From an optimization exercise on the open Yosys and OpenROAD flow, aimed at small area, a short achievable clock period and few clock cycles per item; shortcuts taken in it are not production practice.
In this exercise RTL edits were held to simulation tests only and were not proved equivalent to the original.
Power figures rest on the tool's default switching activity, not on a simulated workload.

==> design/flow/design.v <==
module rm_decoder (
    input  wire       clk,
    input  wire       rst,
    input  wire       in_valid,
    input  wire [7:0] in_data,
    input  wire       in_eos,
    output wire       in_ready,
    output wire       out_valid,
    output wire [7:0] out_data,
    output wire       out_eos,
    input  wire       out_ready
);
    localparam [2:0] S_COUNT = 3'd0,   
                     S_VAL   = 3'd1,   
                     S_MASK  = 3'd2,   
                     S_LIT   = 3'd3,   
                     S_OUT   = 3'd4,   
                     S_SKIP  = 3'd5,   
                     S_END   = 3'd6;   
    reg [2:0]   state;
    reg [255:0] chunk;       
    reg [31:0]  pattern;     
    reg [7:0]   ecount;      
    reg [7:0]   val;         
    reg [23:0]  mhi;         
    reg [1:0]   mcnt;        
    reg [4:0]   idx;         
    wire lit_here = ~pattern[31 - idx];
    reg in_rdy;
    always @(*) begin
        case (state)
            S_COUNT, S_VAL, S_MASK, S_SKIP: in_rdy = 1'b1;
            S_LIT:                          in_rdy = lit_here;
            default:                        in_rdy = 1'b0;
        endcase
    end
    assign in_ready = in_rdy;
    assign out_valid = (state == S_OUT) || (state == S_END);
    assign out_data  = (state == S_OUT) ? chunk[255 - 8*idx -: 8] : 8'h00;
    assign out_eos   = (state == S_END);
    wire in_fire  = in_valid && in_rdy;
    wire out_fire = out_valid && out_ready;
    wire [31:0] mask_full = {mhi, in_data};
    integer i;
    always @(posedge clk) begin
        if (rst) begin
            state   <= S_COUNT;
            chunk   <= 256'd0;
            pattern <= 32'd0;
            ecount  <= 8'd0;
            val     <= 8'd0;
            mhi     <= 24'd0;
            mcnt    <= 2'd0;
            idx     <= 5'd0;
        end else begin
            case (state)
                S_COUNT: begin
                    if (in_fire) begin
                        pattern <= 32'd0;
                        idx     <= 5'd0;
                        ecount  <= in_data;
                        if (in_eos)
                            state <= S_END;
                        else if (in_data == 8'hFF)
                            state <= S_SKIP;
                        else if (in_data == 8'h00)
                            state <= S_LIT;
                        else
                            state <= S_VAL;
                    end
                end
                S_VAL: begin
                    if (in_fire) begin
                        if (in_eos) begin
                            state <= S_END;
                        end else begin
                            val   <= in_data;
                            mcnt  <= 2'd0;
                            state <= S_MASK;
                        end
                    end
                end
                S_MASK: begin
                    if (in_fire) begin
                        if (in_eos) begin
                            state <= S_END;
                        end else begin
                            mhi  <= {mhi[15:0], in_data};
                            mcnt <= mcnt + 2'd1;
                            if (mcnt == 2'd3) begin
                                for (i = 0; i < 32; i = i + 1)
                                    if (mask_full[31 - i])
                                        chunk[255 - 8*i -: 8] <= val;
                                pattern <= pattern | mask_full;
                                ecount  <= ecount - 8'd1;
                                state   <= (ecount == 8'd1) ? S_LIT : S_VAL;
                            end
                        end
                    end
                end
                S_LIT: begin
                    if (in_fire && in_eos) begin
                        state <= S_END;
                    end else if (in_fire || !lit_here) begin
                        if (in_fire)
                            chunk[255 - 8*idx -: 8] <= in_data;
                        idx <= idx + 5'd1;
                        if (idx == 5'd31)
                            state <= S_OUT;
                    end
                end
                S_OUT: begin
                    if (out_fire) begin
                        idx <= idx + 5'd1;
                        if (idx == 5'd31)
                            state <= S_COUNT;
                    end
                end
                S_SKIP: begin
                    if (in_fire && in_eos)
                        state <= S_END;
                end
                S_END: begin
                    if (out_fire)
                        state <= S_COUNT;
                end
                default: state <= S_COUNT;
            endcase
        end
    end
endmodule
==> design/flow/run.sh <==
#!/bin/bash
# synth_recipe.tcl (not shown) runs the flow's synth.tcl, then flattens the netlist and writes it again
# the make line also repeats each setting of config.mk as NAME=value (left out here)
make -C /OpenROAD-flow-scripts/flow DESIGN_CONFIG=/design/flow/config.mk WORK_HOME=/design/flow/orfs CLKGATE_MAP_FILE= SYNTH_SCRIPT=/design/flow/synth_recipe.tcl finish
==> design/flow/config.mk <==
export PLATFORM = sky130hd
export DESIGN_NAME = rm_decoder
export DESIGN_NICKNAME = rm_decoder
export VERILOG_FILES = /design/flow/design.v
export SDC_FILE = /design/flow/constraint.sdc
export NUM_CORES = 4
export LEC_CHECK = 0
export CAP_MARGIN = 20
export CORE_MARGIN = 2
export CORE_UTILIZATION = 40
export SLEW_MARGIN = 20
==> design/flow/constraint.sdc <==
create_clock -name core_clock -period 7.0 [get_ports {clk}]
set_input_delay 1.4000 -clock core_clock [delete_from_list [all_inputs] [get_ports {clk}]]
set_output_delay 1.4000 -clock core_clock [all_outputs]
set_load 0.01 [all_outputs]
==> flow_summary.yaml, run 1 <==
timing:
  final.setup.tns_ps: 0
  finalWorstSetupSlack_ps: 1630
  setup_violations: 0
  min_period_ps: 5370
  final.setup_skew_ps: 13.5
  max_freq_mhz: 186
  tightest_slew_ps: 1170
  fin_crit_sh_pct: 76.7
  grt_setup_unrepaired: "false"
  hold_viol: 0
  drv_slew: 0
  max-slew-margin-rel_pct: 21.4
logic_synthesis:
  synth_ff_type: "dfxtp_1"
  yosysTopAreaCell: "dfxtp_1"
  syn_area_per_cell_um2: 9.32
  yosysSeqAreaShare_pct: 33.0
  syn-num-nets: 2219
  synth_area_leaders: "dfxtp_1 33%, mux2_2 12%, mux4_2 8.8%"
  synth_warnings: 1
  synth_top_cells_by_count: "338 x dfxtp_1, 230 x nor2b_1, 214 x mux2_2, 200 x a21oi_1, 189 x nor2_1"
  synth_most_common_cell: "dfxtp_1"
  synthArstFlopShare_pct: 0
  synth_edf_count: 0
  synthesis.area_um2: 20500
  synth_top_area_share_pct: 33.0
  ys_ff_latch: 338
  synthCells: 2198
  synth.distinct_cells: 61
placement:
  placed_cell_area_um2: 21100
  pre_cts_ws_ps: 2190
  place_congestion: 0.941
  port_buffers: 23
  dp_hpwl_mm: 44.6
worst_setup_path:
  regToRegStartpoint: "idx[1]"
  end_kind: "primary output"
  path_max_fanout: 46
  regToRegSetupSlack_ps: 2490
  crit_type: "flop to primary output"
  crit_arrival_ps: 3970
  worst_r2r_path_depth: 9
  cp-start-kind: "flop"
  cp.required_ps: 5600
  r2r-end: "chunk[217]"
  critPathLaunch: "idx[0]"
routing:
  totalWireLength_mm: 71.9
  dr.pass1.iters: 8
  wl_per_cell_um: 25.8
  drc_errors: 0
  first_iter_violations: 1997
  dr_total_vias: 18200
  antenna_left: 0
  vias_per_cell: 6.51
floorplanning:
  core-area_um2: 50400
  die_h_um: 230
  initial_utilization_pct: 40.6
  ios: 24
  dieArea_um2: 53000
  rows: 82
  die_x_um: 230
clock_network:
  htreeDepth: 2
  clkLatencyLatePin_ps: 570
  cts_buffer_depth: 3
  cts_hold_buf: 0
  numCtsBuffers: 40
  clockRootBuffer: "clkbuf_16"
  cts_tree: "built"
  clkSinkCount: 338
  path_clk_slew_ps: 60
  cts-resized-gates: 0
  cts_setup_buffers: 0
job:
  max_cap_violations: 0
power_and_ir_drop:
  total_power_mw: 5.25
  p_sw_mw: 1.68
  swShare_pct: 32.0
  pwr-share-clk_pct: 40.6
  peakVddDrop_mv: 0.133
  p_per_area_nw_per_um2: 234
  p_int_mw: 3.57
  leakagePower_nw: 8.19
  combPwrFrac_pct: 20.1
  p_seq_share_pct: 39.3
grt:
  grt-busiest-layer: "met2"
  grtUsageMet2_pct: 41.9
  antenna_found_initial: 0
  use_met3_pct: 3.86
  grt_pass1_wl_mm: 110
  grt_use_total_pct: 26.6
  first_global_vias: 17200
  gr-usage-met1_pct: 35.3
  grt_overflow: 0
  grt_max_degree: 106
final_layout:
  fin_area_um2: 22400
  fillers: 4741
  area_growth_pct: 9.56
  multi_input_area_um2: 12900
  num_antenna_cells: 0
  nets: 2112
  regArea_um2: 6780
  layout-drive-gt1-share_pct: 22.4
hold_path:
  hold_path_depth: 2
  hold_class: "flop to flop"
  hp-start: "val[7]"
  min_to: "val[7]"
run_status:
  status: "no timing/DRC/antenna violations"
==> stage by stage <==
step | cells | hold slack (ps) | util, %
after floorplan | 2198 | 431 | -
final | 2791 | 455 | 44.5
after global routing | 2791 | 474 | 44.5
after CTS | 2790 | 455 | 44.5
after global placement | 2719 | 447 | 41.8
after detailed placement | 2720 | 447 | 41.9
==> cells by family after synthesis <==
| group | after synthesis | synth area share, % |
|---|---|---|
| xor gates and xnor gates | 4 | 0.299 |
| and+or+nand+nor | 667 | 16.4 |
| buffers and inverters | 222 | 4.49 |
| DFF | 338 | 33.0 |
| muxes | 427 | 27.3 |
| AOI/OAI and AO/OA | 532 | 17.9 |
| adders and majority gates | 8 | 0.489 |
==> sequential cells by signal (all words and copies together) (netlist names) <==
register,count
chunk,256
pattern,32
mhi,24
ecount,8
val,8
idx,5
state,3
mcnt,2
==> layout make-up <==
class,instances,area share (%)
inverter,10,0.167
clock inverter,5,0.223
multi-input combinational,1638,57.6
sequential,338,30.2
tap,672,3.75
timing repair buffer,63,2.38
clock buffer,65,5.65
==> worst max path at each step <==
stage                  end  slack, ps  cells past startpoint
6_report       out_data[2]       1630                      6
5_1_grt        out_data[2]       1450                      6
4_1_cts        out_data[2]       1580                      6
3_5_place_dp   out_data[2]       2190                      6
3_3_place_gp   out_data[5]       2190                      6
2_1_floorplan  out_data[1]       3160                      7
==> power groups by stage <==
stage | clock, mW | sequential [mW] | combinational, mW
floorplan | 0 | 2.03 | 0.781
finish | 2.13 | 2.06 | 1.06
CTS | 2.15 | 2.06 | 1.02
global placement | 0 | 2.10 | 0.987
global route | 2.23 | 2.07 | 1.13
detailed placement | 0 | 2.10 | 1.01
==> cells in the final DEF (no fill, tap or decap), types with 6 or more instances in the layout <==
master           netlist  final
dfxtp_1              338    334
nor2b_1              230    230
mux2_2               214    214
a21oi_1              200    199
nor2_1               189    186
nand2_1              130    129
a221oi_1             116    116
mux2i_1              113    113
mux4_2                80     80
o21ai_0               60     60
a32oi_1               56     56
clkbuf_16              0     42
nand3_1               41     41
buf_4                  5     38
a21oi_2               25     25
nor3_1                16     16
a22oi_1               14     14
clkbuf_8               0     14
clkdlybuf4s50_1        0     14
and2_1                13     13
mux2_1                12     12
a221o_1               12     12
a32o_1                10     10
clkbuf_1             170     10
inv_1                 10      9
nor3_2                 9      9
nand2b_1               8      8
ha_1                   8      8
buf_2                 16      8
o21ai_4                0      7
nand4_1                7      7
mux2_4                 7      7
a211oi_1               6      6
==> routing by layer <==
| metal | up-vias | share of wire, % |
|---|---|---|
| met5 | - | 0 |
| met3 | 246 | 8.1 |
| met4 | 0 | 5.5 |
| met1 | 9020 | 41 |
| li1 | 7934 | - |
| met2 | 962 | 45 |
==> critical path: stages, from the launching register on <==
cell,delay (ps)
dfxtp_4,880
buf_4,430
mux4_2,550
mux4_2,520
mux2i_1,390
nor2_1,80
clkdlybuf4s50_1,510
Testbench counts, summed over its fixed seeds: cycles 63,536, bytes 27,072.
==> inputs of run 2 (changes only) <==
==> design/flow/design.v (replaced) <==
module rm_decoder (
    input  wire       clk,
    input  wire       rst,
    input  wire       in_valid,
    input  wire [7:0] in_data,
    input  wire       in_eos,
    output wire       in_ready,
    output wire       out_valid,
    output wire [7:0] out_data,
    output wire       out_eos,
    input  wire       out_ready
);
    reg       h_v, h_eos;        
    reg [7:0] h_d;
    reg       s_v, s_eos;        
    reg [7:0] s_d;
    wire      pop;
    wire      push = in_valid & ~s_v;
    assign in_ready = ~s_v;
    always @(posedge clk) begin
        if (rst) begin
            h_v <= 1'b0;
            s_v <= 1'b0;
        end else begin
            if (pop | ~h_v) begin
                h_v <= s_v | push;
                s_v <= 1'b0;
            end else if (push) begin
                s_v <= 1'b1;
            end
        end
    end
    always @(posedge clk) begin
        if (pop | ~h_v) begin
            h_d   <= s_v ? s_d   : in_data;
            h_eos <= s_v ? s_eos : in_eos;
        end
        if (~s_v) begin
            s_d   <= in_data;
            s_eos <= in_eos;
        end
    end
    localparam [2:0] K_COUNT = 3'd0,
                     K_VAL   = 3'd1,
                     K_MASK  = 3'd2,
                     K_LIT   = 3'd3,
                     K_SKIP  = 3'd4;
    reg [2:0]  st;
    reg [1:0]  mcnt;         
    reg [7:0]  ecount;       
    reg [7:0]  val;          
    reg [31:0] filled;       
    reg [7:0]  buf_q [0:31];
    reg        rd;           
    reg [4:0]  idx;          
    reg        eos_pend;     
    reg        o_v, o_eos;
    reg [7:0]  o_d;
    wire [31:0] freed;
    genvar g;
    generate
        for (g = 0; g < 32; g = g + 1) begin : g_fr
            assign freed[g] = ~rd | (idx > g);
        end
    endgenerate
    wire [31:0] nxt_lit = ~filled & (filled + 32'd1);
    wire        lit_ok  = |(~filled & freed);
    wire        mask_ok = ~rd | (idx[4:3] > mcnt);
    wire        all_filled = &filled;
    wire is_eos = h_eos;
    reg  cons;
    always @(*) begin
        cons = 1'b0;
        if (h_v) begin
            if (is_eos)
                cons = ~eos_pend;
            else case (st)
                K_COUNT, K_VAL, K_SKIP: cons = 1'b1;
                K_MASK:                 cons = mask_ok;
                K_LIT:                  cons = lit_ok & ~all_filled;
                default:                cons = 1'b0;
            endcase
        end
    end
    assign pop = cons;
    wire        chunk_done = (st == K_LIT) & all_filled & ~eos_pend & ~rd;
    wire        wr_mask = cons & ~is_eos & (st == K_MASK);
    wire        wr_lit  = cons & ~is_eos & (st == K_LIT);
    wire [7:0]  wd      = (st == K_LIT) ? h_d : val;
    reg [31:0] we;
    integer i;
    always @(*) begin
        for (i = 0; i < 32; i = i + 1)
            we[i] = (wr_mask & (mcnt == i[4:3]) & h_d[7 - i[2:0]]) | (wr_lit & nxt_lit[i]);
    end
    always @(posedge clk) begin
        for (i = 0; i < 32; i = i + 1)
            if (we[i]) buf_q[i] <= wd;
    end
    always @(posedge clk) begin
        if (cons & ~is_eos & st == K_VAL) val <= h_d;
    end
    always @(posedge clk) begin
        if (rst) begin
            st <= K_COUNT;
            eos_pend <= 1'b0;
        end else begin
            if (cons & is_eos) begin
                st <= K_COUNT;
                eos_pend <= 1'b1;
            end else if (chunk_done) begin
                st <= K_COUNT;
            end else if (cons) begin
                case (st)
                    K_COUNT: begin
                        filled <= 32'd0;
                        ecount <= h_d;
                        mcnt   <= 2'd0;
                        if (h_d == 8'hFF)      st <= K_SKIP;
                        else if (h_d == 8'h00) st <= K_LIT;
                        else                   st <= K_VAL;
                    end
                    K_VAL: st <= K_MASK;
                    K_MASK: begin
                        mcnt <= mcnt + 2'd1;
                        if (mcnt == 2'd3) begin
                            ecount <= ecount - 8'd1;
                            st <= (ecount == 8'd1) ? K_LIT : K_VAL;
                        end
                    end
                    default: ;
                endcase
            end
            if (wr_mask | wr_lit) filled <= filled | we;
            if (o_adv & ~rd & eos_pend) eos_pend <= 1'b0;
        end
    end
    wire o_adv = ~o_v | out_ready;
    always @(posedge clk) begin
        if (rst) begin
            rd  <= 1'b0;
            idx <= 5'd0;
            o_v <= 1'b0;
            o_eos <= 1'b0;
        end else begin
            if (chunk_done) rd <= 1'b1;
            if (o_adv) begin
                if (rd) begin
                    o_v   <= 1'b1;
                    o_eos <= 1'b0;
                    idx   <= idx + 5'd1;
                    if (idx == 5'd31) rd <= 1'b0;
                end else if (eos_pend) begin
                    o_v   <= 1'b1;
                    o_eos <= 1'b1;
                end else begin
                    o_v   <= 1'b0;
                end
            end
        end
    end
    always @(posedge clk) begin
        if (o_adv & rd) o_d <= buf_q[idx];
    end
    assign out_valid = o_v;
    assign out_data  = o_d;
    assign out_eos   = o_eos;
endmodule
--- a/design/flow/config.mk
+++ b/design/flow/config.mk
@@ -9,3 +9,4 @@
 export CORE_MARGIN = 2
 export CORE_UTILIZATION = 40
+export SETUP_SLACK_MARGIN = 4.0
 export SLEW_MARGIN = 20
==> run 2 against run 1 <==
Net effect:
- first-iteration DRC count is 27% lower
- register-to-register slack better by 1400 ps
- power is 18% lower
- via count is 44% lower
- critical path depth is 5 higher
- largest cell class is now sequential cells
==> flow_summary.yaml, run 2 <==
grt:
  grt_max_degree: 33
  grt_overflow: 0
  grt_pass1_wl_mm: 62.6
  grt_use_total_pct: 22.1
  first_global_vias: 9657
  antenna_found_initial: 0
hold_path:
  hold_class: "flop to flop"
final_layout:
  fin_area_um2: 17900
  final_util_pct: 49.9
  max_flop_register: "buf_q"
  num_antenna_cells: 0
  reg_top3: "buf_q x256, filled x32"
  layout_common_cells: "323 x edfxtp_1, 77 x a22oi_1, 74 x nand2_1"
  layout_commonest_cell: "edfxtp_1"
  largest_reg_flops: 256
  nets: 1178
  multi_input_area_um2: 4570
  layout.cells.non_filler: 1642
  fillers: 3063
  area_growth_pct: 22.6
  regArea_um2: 10200
  layout-drive-gt1-share_pct: 20.2
timing:
  fin_crit_sh_pct: 45.1
  max-slew-margin-rel_pct: 33.3
  final.setup.tns_ps: 0
  max_freq_mhz: 317
  min_period_ps: 3150
  grt_setup_unrepaired: "true"
  fin_hold_ws_ps: 475
  hold_viol: 0
  drv_slew: 0
  setup_violations: 0
  finalWorstSetupSlack_ps: 3850
  tightest_slew_ps: 997
  final.setup_skew_ps: 15.0
placement:
  place_congestion: 0.943
  dp_cells: 1513
  dp_hpwl_mm: 26.7
  placed_cell_area_um2: 15400
  pre_cts_ws_ps: 2200
  port_buffers: 23
logic_synthesis:
  syn_area_per_cell_um2: 13.8
  synth_most_common_cell: "edfxtp_1"
  synth.distinct_cells: 71
  synth_ff_type: "edfxtp_1"
  synth_warnings: 2
  synthCells: 1054
  syn-num-nets: 1081
  synthArstFlopShare_pct: 0
  synth_top_area_share_pct: 66.6
  synth_edf_count: 323
  ys_ff_latch: 346
  yosysSeqAreaShare_pct: 69.8
  synthesis.area_um2: 14600
  yosysTopAreaCell: "edfxtp_1"
  synth_area_leaders: "edfxtp_1 67%, a22oi_1 4.0%, dfxtp_1 3.2%"
  synth_top_cells_by_count: "323 x edfxtp_1, 78 x nand2_1, 77 x a22oi_1, 65 x a21oi_1"
worst_setup_path:
  cp.required_ps: 7270
  cp_top_family: "compound AO/OA/AOI/OAI gates"
  end_kind: "flop"
  path_max_fanout: 22
  crit_buf_inv: 4
  crit_arrival_ps: 3430
  crit_type: "flop to flop"
  cp-start-kind: "flop"
  cp_slowest_cell: "a2111oi_2"
  crit_chain: "buf_4, buf_4, a211oi_1, o211ai_1, a32o_1, a2111oi_2, nand3_2, buf_12, o21ai_4, a211oi_4, buf_12"
  crit_path_max_incr_delay_ps: 440
routing:
  antenna_left: 0
  vias_per_cell: 6.18
  dr.pass1.iters: 7
  totalWireLength_mm: 42.6
  first_iter_violations: 1463
  drc_errors: 0
  wl_per_cell_um: 25.9
  dr_total_vias: 10100
floorplanning:
  ios: 24
  initial_utilization_pct: 40.7
  core-area_um2: 35700
  rows: 69
  die_x_um: 195
  dieArea_um2: 37900
  die_h_um: 195
clock_network:
  clockRootBuffer: "clkbuf_16"
  cts_buffer_depth: 3
  clkSinkCount: 346
  numCtsBuffers: 38
  cts_tree: "built"
  path_clk_slew_ps: 60
  clkLatencyLatePin_ps: 530
  htreeDepth: 2
power_and_ir_drop:
  p_per_area_nw_per_um2: 241
  total_power_mw: 4.30
  peakVddDrop_mv: 0.205
  leakagePower_nw: 5.67
job:
  max_cap_violations: 0
run_status:
  status: "no timing/DRC/antenna violations"
-- run 2: routing by layer --
layer  vias to the layer above  track usage [%]  part of all wire, %
met1                      5056             31.6                   42
met4                         0             6.59                  2.9
li1                       4431                -                    -
met3                        90             3.82                  9.6
met2                       568             34.6                   46
met5                         -                0                    0
-- run 2: worst paths after layout --
path              slack (ps)  depth (start not counted)  startpoint         end
setup / recovery        3850                         11      idx[0]  filled[10]
hold / removal           480                          1      s_d[1]      s_d[1]
setup reg to reg        3850                         11      idx[0]  filled[10]
hold reg to reg          480                          1      s_d[1]      s_d[1]
-- run 2: layout make-up --
type | count | share of cell area (%)
clock inverters | 25 | 1.09
repair buffers | 106 | 6.64
multi-input cells | 622 | 25.6
clock buffers | 45 | 5.59
flip-flops and latches | 346 | 57.0
well taps | 461 | 3.23
inverters | 37 | 0.834
-- run 2: cells by family (layout without fill, tap and decap cells) --
family | Yosys count | after routing | share of synthesized area (%)
AND/OR/NAND/NOR | 293 | 293 | 10.7
multiplexers | 17 | 17 | 1.32
XOR/XNOR | 9 | 9 | 0.542
adder cells (fa/ha/maj) | 14 | 14 | 1.20
flip-flops | 346 | 346 | 69.8
AO/OA/AOI/OAI | 288 | 289 | 13.8
buffers and inverters | 87 | 213 | 2.60
-- run 2: where the power goes --
group          switching [mW]  internal (mW)
sequential             0.0378           2.26
combinational          0.0542         0.0340
clock                   0.812           1.10
-- run 2: repair_timing --
| action | 4_1_cts | 5_1_grt |
|---|---|---|
| pin swaps | 18 | 24 |
| resized for setup | 79 | 56 |
| setup buffers | 28 | 25 |
| hold endpoints to repair | 0 | 0 |
| hold buffers | 0 | 0 |
| gates cloned | 4 | 2 |
| endpoints found under the setup margin | 350 | 335 |
Testbench counts of run 2, summed over its fixed seeds: cycles 36,611, bytes 27,072.
==> inputs of run 3 (changes only) <==
--- a/design/flow/config.mk
+++ b/design/flow/config.mk
@@ -9,4 +9,3 @@
 export CORE_MARGIN = 2
 export CORE_UTILIZATION = 40
-export SETUP_SLACK_MARGIN = 4.0
 export SLEW_MARGIN = 20
==> run 3 against run 2 <==
Net effect:
- clock power rose by 2%
- via count fell by 2.6%
- first-iteration DRC count is 5.7% higher
- die area stayed put
- fmax fell by 37%
- register-to-register slack worse by 1900 ps
- largest power group unchanged
- final area fell by 6.3%
- sequential power hardly changed
- critical path depth is 2 higher
- wire length fell by 3.5%
- flip-flop and latch count is the same
==> flow_summary.yaml, run 3 <==
logic_synthesis:
  synth.distinct_cells: 71
  ys_ff_latch: 346
  synth_top_family_by_area: "compound AO/OA/AOI/OAI gates"
  syn_area_per_cell_um2: 13.8
  synth_compound_area_share_pct: 13.8
  synthCells: 1054
  yosysTopAreaCell: "edfxtp_1"
  syn-num-nets: 1081
  synth_top_cells_by_count: "323 x edfxtp_1, 78 x nand2_1, 77 x a22oi_1, 65 x a21oi_1"
  synth_ff_type: "edfxtp_1"
  yosys.area_share.adder_pct: 1.20
  synthArstFlopShare_pct: 0
  synth_edf_count: 323
  muxShareOfSynthArea_pct: 1.32
  synth_warnings: 2
  synth_area_leaders: "edfxtp_1 67%, a22oi_1 4.0%, dfxtp_1 3.2%"
  yosysSeqAreaShare_pct: 69.8
  synthesis.area_um2: 14600
  synthSimpleGateAreaFrac_pct: 10.7
  synth_most_common_cell: "edfxtp_1"
  synth-xor-area-share_pct: 0.542
  synth_top_area_share_pct: 66.6
clock_network:
  cts_buffer_depth: 3
  cts_hold_buf: 0
  clockRootBuffer: "clkbuf_16"
  cts_setup_buffers: 0
  htreeDepth: 2
  cts_tree: "built"
  path_clk_slew_ps: 60
  clkSinkCount: 346
  clkLatencyLatePin_ps: 550
  numCtsBuffers: 37
  cts-resized-gates: 0
final_layout:
  regArea_um2: 10200
  multi_input_area_um2: 4060
  layout-drive-gt1-share_pct: 11.8
  layout_common_cells: "323 x edfxtp_1, 78 x nand2_1, 77 x a22oi_1"
  fillers: 3171
  largest_reg_flops: 256
  reg_top3: "buf_q x256, filled x32"
  num_antenna_cells: 0
  final_util_pct: 46.8
  nets: 1138
  layout_commonest_cell: "edfxtp_1"
  area_growth_pct: 14.9
  max_flop_register: "buf_q"
worst_setup_path:
  crit_chain: "ha_1, inv_1, nor2_1, ha_1, o21ai_0, a2111oi_0, o221ai_1, a2111oi_2, nand3_2, buf_4, o21ai_4, a211oi_4, buf_4"
  cp-start-kind: "flop"
  crit_path_max_incr_delay_ps: 810
  cp_slowest_cell: "o21ai_4"
  crit_type: "flop to flop"
  r2r-end: "filled[26]"
  regToRegSetupSlack_ps: 1990
  worst_r2r_path_depth: 13
  end_kind: "flop"
  regToRegStartpoint: "idx[0]"
  path_max_fanout: 33
  cp.required_ps: 7220
  crit_arrival_ps: 5240
placement:
  place_congestion: 0.986
  dp_hpwl_mm: 26.9
  port_buffers: 23
timing:
  drv_slew: 0
  final.setup_skew_ps: 30.9
  setup_violations: 0
  hold_viol: 0
  max_freq_mhz: 199
  min_period_ps: 5010
  fin_crit_sh_pct: 71.6
  max-slew-margin-rel_pct: 26.8
  tightest_slew_ps: 1090
  grt_setup_unrepaired: "false"
  final.setup.tns_ps: 0
hold_path:
  hold_path_depth: 1
  hp-start: "s_eos"
  hold_class: "flop to flop"
  min_to: "s_eos"
grt:
  grt_use_total_pct: 21.5
  grt_pass1_wl_mm: 61.1
  grt_max_degree: 34
  first_global_vias: 9303
  antenna_found_initial: 1
  grt_overflow: 0
power_and_ir_drop:
  p_per_area_nw_per_um2: 259
  leakagePower_nw: 5.29
  peakVddDrop_mv: 0.185
  total_power_mw: 4.33
floorplanning:
  ios: 24
  core-area_um2: 35700
  die_x_um: 195
  die_h_um: 195
  initial_utilization_pct: 40.7
  rows: 69
  dieArea_um2: 37900
routing:
  drc_errors: 0
  dr_total_vias: 9879
  antenna_left: 0
  first_iter_violations: 1546
  vias_per_cell: 6.17
  totalWireLength_mm: 41.1
  dr.pass1.iters: 6
  wl_per_cell_um: 25.7
run_status:
  status: "no timing/DRC/antenna violations"
job:
  max_cap_violations: 0
run 3: cell counts after synthesis:
No cell type changed its count.
run 3: kinds of logic after synthesis:
logic type               count (synthesis)
flip-flops                             346
XOR/XNOR                                 9
adder cells (fa/ha/maj)                 14
multiplexers                            17
AND/OR/NAND/NOR                        293
buffers and inverters                   87
AO/OA/AOI/OAI                          288
run 3: per-layer routing:
| metal | vias up | share of wire (%) | GRT usage (%) | routed length, µm |
|---|---|---|---|---|
| met3 | 85 | 8.3 | 3.42 | 3410 |
| met1 | 4918 | 43 | 31.5 | 17900 |
| li1 | 4349 | - | - | - |
| met5 | - | 0 | 0 | 0 |
| met2 | 527 | 45 | 32.7 | 18500 |
| met4 | 0 | 3.3 | 7.24 | 1340 |
run 3: cell type report:
class	count	area share, %
clock buffer	45	6.03
clock inverter	23	1.29
inverter	37	0.830
tap	461	3.45
multi-input combinational	621	24.3
timing repair buffer	68	3.40
sequential	346	60.8
run 3: worst max path at each step:
stage | slack, ps | start | cells after the start | to
after global routing | 1570 | idx[0] | 13 | filled[28]
after global placement | 2400 | idx[0] | 13 | filled[26]
after detailed placement | 2090 | idx[0] | 13 | filled[26]
after CTS | 2070 | idx[0] | 13 | filled[26]
final | 1990 | idx[0] | 13 | filled[26]
after floorplan | 2010 | idx[2] | 13 | filled[0]
run 3: critical path, delay by kind of cell (launching register included):
family	cells	cell delay, ps
AO/OA/AOI/OAI	6	2250
adder cells (fa/ha/maj)	2	840
buffers and inverters	3	670
flip-flops	1	650
AND/OR/NAND/NOR	2	270
run 3: report_power, final:
| group | total [mW] | switching, mW | internal (mW) |
|---|---|---|---|
| registers | 2.30 | 0.0345 | 2.26 |
| clock network | 1.95 | 0.804 | 1.15 |
| logic | 0.0778 | 0.0497 | 0.0281 |
| total | 4.33 | 0.888 | 3.44 |
run 3: stage by stage:
step / area [µm²] / worst slack (ps) / hold slack (ps) / instances
final: 16700 / 1990 / 467 / 1601
after global routing: 16700 / 1570 / 485 / 1601
after CTS: 16700 / 2070 / 474 / 1601
after detailed placement: 15500 / 2090 / 458 / 1533
after global placement: 15500 / 2400 / 458 / 1533
after floorplan: 14600 / 2010 / 424 / 1054

[static timing again, ports no longer ideal]
No port has a modelled driver above. Below, the same layouts with a new extraction and two added sets of constraints.
Step 1 sets driving cells, clkbuf_16 on the clock port and buf_2 on the other inputs (assumed; they add their load-dependent delay and slew).
Step 2 adds t to the input delays and takes it off the output delays; t is the mean of the earliest and latest rising clock arrival at the registers after step 1. Input paths then give back, and output paths get back, about the clock's delay inside the block.
Three values: ideal, step 1, step 2; two values: the first two.
run	shift t [ns]	setup slack, ns	worst slew at a driven data input, ns	pins driven straight from the clock port
run 1	0.620	1.628 / 1.571 / 2.191	0.05	1
run 2	0.577	3.845 / 3.845 / 3.736	0.04	1
run 3	0.581	1.987 / 1.987 / 1.987	0.04	1
After both steps setup and hold are still met in every run listed. The setup slack of run 2, which loses most, moves by 0.000 ns with the drivers and by -0.109 ns with both steps.
